Context: an optimization exercise on an open-source flow, tuned for small area, a short achievable clock period and few clock cycles per item. The choices shown serve that exercise and are no tape-out recipe. Only simulation tests tie the RTL to the original design; equivalence was not proved. Power and IR drop assume default switching activity.

==> flow/design.v (excerpt) <==
module fsk_goertzel_demod (
    input  wire        clk,
    input  wire        rst,
    input  wire        in_valid,
    output wire        in_ready,
    input  wire [1:0]  in_cmd,
    input  wire [15:0] in_data,
    input  wire [15:0] cfg_spb,
    input  wire [15:0] cfg_coeff0,
    input  wire [15:0] cfg_coeff1,
    output reg         out_valid,
    output reg  [7:0]  out_byte
);
    reg        rdy;
    reg        v0;
    reg [1:0]  c0;
    reg [15:0] xr;
    assign in_ready = rdy;
    reg        active, pre, wl, cm2, wl2;
    reg [3:0]  pcnt;
    reg [15:0] wcnt, spb;
    reg [15:0] ca, cb;
    reg        ida, idb, fra, frb;
    reg [23:0] s1a, s2a, s1b, s2b;
    reg [23:0] r1;
    wire [23:0] r1_d;
    wire [23:0] r2;
    reg [5:0]  ec;
    reg [1:0]  ej;
    reg [24:0] m0, m1, m2;
    reg [25:0] d0, d1, d2;
    reg [29:0] acc;
    reg        sticky, last8, kill, eida;
    reg        f_ld, f_l4, f_v, f_pz, f_pd, f_ps, f_mc, f_pre, f_dec, f_e2, f_st, f_cl;
    reg        bq_one, bq_two, bq_neg;
    reg [2:0]  bcnt;
    wire st_start = v0 && c0 == 2'd1;
    wire st_end   = v0 && c0 == 2'd2;
    wire st_smp   = v0 && c0 == 2'd0;
  ...
Size in the first run: ~3000 cells after synthesis, about 79 I/O pins.
Settings: LEC_CHECK=0, CAP_MARGIN=20, CORE_MARGIN=2, CORE_UTILIZATION=40, SLEW_MARGIN=20; clock period 20.0 ns.
standard.sh (not shown) runs the stock make flow with config.mk's settings and CLKGATE_MAP_FILE= SYNTH_SCRIPT=/design/flow/synth_recipe.tcl, a recipe that flattens the netlist after the stock synthesis.
==> flow/flow/run.sh <==
#!/bin/bash
# Own layout flow: the standard ORFS flow, with the port buffers chosen as
# buf_2 cells and timing repair aiming at a setup slack well above the 20 ns
# clock's (the clock period and all constraints are unchanged).
set -euo pipefail
export BUFFER_PORTS_ARGS="-buffer_cell sky130_fd_sc_hd__buf_2"
export SETUP_SLACK_MARGIN=14.5
bash standard.sh synth > synth.log 2>&1
bash standard.sh > layout.log 2>&1
The starting point went through all stages and came out clean.
Testbench counts at the start, summed over its fixed seeds: cycles 269,736, items 384.
Change:
--- a/flow/design.v
+++ b/flow/design.v
@@ -26,13 +26,13 @@
     wire [23:0] r1_d;
     wire [23:0] r2;
     reg [5:0]  ec;
     reg [1:0]  ej;
     reg [24:0] m0, m1, m2;
     reg [25:0] d0, d1, d2;
-    reg [29:0] acc;
+    reg [27:0] acc;
     reg        sticky, last8, kill, eida;
     reg        f_ld, f_l4, f_v, f_pz, f_pd, f_ps, f_mc, f_pre, f_dec, f_e2, f_st, f_cl;
     reg        bq_one, bq_two, bq_neg;
     reg [2:0]  bcnt;
     wire st_start = v0 && c0 == 2'd1;
     wire st_end   = v0 && c0 == 2'd2;
@@ -712,24 +712,24 @@
 wire p2_w224 = (p2_pp7_22 & p2_w168) | (p2_pp7_22 & p2_w169) | (p2_w168 & p2_w169);
 wire p2_w225 = s2e[23] ^ p2_pp7_23 ^ p2_w170;
 wire p2_w226 = (s2e[23] & p2_pp7_23) | (s2e[23] & p2_w170) | (p2_pp7_23 & p2_w170);
 wire [37:0] p2_sum = {p2_w224, p2_w223, p2_w220, p2_w218, p2_w216, p2_w214, p2_w212, p2_w210, p2_w208, p2_w206, p2_w204, p2_w202, p2_w200, p2_w198, p2_w196, p2_w194, p2_w192, p2_w190, p2_w188, p2_w186, p2_w184, p2_w182, p2_w180, p2_w178, p2_w176, p2_w174, p2_w172, p2_n5, 1'b0, 1'b0, 1'b0, 1'b0, 1'b0, 1'b0, 1'b0, 1'b0, 1'b0, 1'b0} + {p2_w225, p2_w222, p2_w221, p2_w219, p2_w217, p2_w215, p2_w213, p2_w211, p2_w209, p2_w207, p2_w205, p2_w203, p2_w201, p2_w199, p2_w197, p2_w195, p2_w193, p2_w191, p2_w189, p2_w187, p2_w185, p2_w183, p2_w181, p2_w179, p2_w177, p2_w175, p2_w173, p2_w171, 1'b0, 1'b0, 1'b0, 1'b0, 1'b0, 1'b0, 1'b0, 1'b0, 1'b0, 1'b0};
 assign r2 = p2_sum[37:14];
     wire [1:0]  ej_n = (ec == 6'd6 || ej == 2'd2) ? 2'd0 : ej + 2'd1;
-    wire [29:0] pin = f_pz ? 30'd0 :
-                      f_pd ? {{5{d0[25]}}, d0[25:1]} :
-                      f_ps ? {{2{acc[29]}}, acc[29:2]} : acc;
+    wire [27:0] pin = f_pz ? 28'd0 :
+                      f_pd ? {{3{d0[25]}}, d0[25:1]} :
+                      f_ps ? {{2{acc[27]}}, acc[27:2]} : acc;
     wire [24:0] mc  = f_mc ? {s1b[23], s1b} : m0;
     wire        q_one = f_pre ? !f_l4 : bq_one;
     wire        q_two = f_pre ? f_l4 : bq_two;
     wire        q_neg = f_pre ? (f_l4 | f_v) : (bq_neg ^ f_e2);
-    wire [29:0] mcx = {{5{mc[24]}}, mc};
-    wire [29:0] qsel = q_one ? mcx : q_two ? {mcx[28:0], 1'b0} : 30'd0;
-    wire [29:0] sum = pin + (qsel ^ {30{q_neg}}) + {29'd0, q_neg};
-    wire        d_neg = acc[29];
-    wire        d_pos = !acc[29] && (acc != 30'd0 || sticky);
+    wire [27:0] mcx = {{3{mc[24]}}, mc};
+    wire [27:0] qsel = q_one ? mcx : q_two ? {mcx[26:0], 1'b0} : 28'd0;
+    wire [27:0] sum = pin + (qsel ^ {28{q_neg}}) + {27'd0, q_neg};
+    wire        d_neg = acc[27];
+    wire        d_pos = !acc[27] && (acc != 28'd0 || sticky);
     wire        bit_dec = eida ? d_neg : d_pos;       
     wire        kill_e = kill || (do_end && !last8);
     always @(posedge clk) begin
         s1b <= s1a;
         s2b <= s2a;
         frb <= clr ? 1'b1 : fra;
=>
- The new run finished with timing, DRC and antenna clean
- cell count goes down by 0.51%
- critical path depth stays the same
- global-route usage fell by 0.16 points
- power is higher by about 5%
- sequential cell count shrinks by 2
- wire length stays flat
- worst hold slack hardly moves
- worst setup slack got worse by 0.047 ns
- die area climbs by 0.46%
Testbench counts after the change, summed over its fixed seeds: cycles 269,736, items 384.

-- static timing again, ports no longer ideal --
No port has a modelled driver above. Below, the same layouts with a new extraction and two added sets of constraints. Step 1 sets driving cells, clkbuf_16 on the clock port and buf_2 on the other inputs (assumed; they add their load-dependent delay and slew). Step 2 times the ports against the registers' clock, not the clock port: input delays grow and output delays shrink by t, the midpoint of the rising clock arrivals with the driver on. Three values: ideal, step 1, step 2; two values: the first two.
run | t (ns) | setup WS [ns] | hold WS [ns]
the first run | 0.637 | 14.644 / 14.589 / 14.684 | 0.321 / 0.321 / 0.321
the second run | 0.652 | 14.597 / 14.539 / 14.522 | 0.320 / 0.320 / 0.320
After both steps every run listed still meets setup and hold. The setup slack of the second run, which loses most, moves by -0.058 ns with the drivers and by -0.075 ns with both steps.
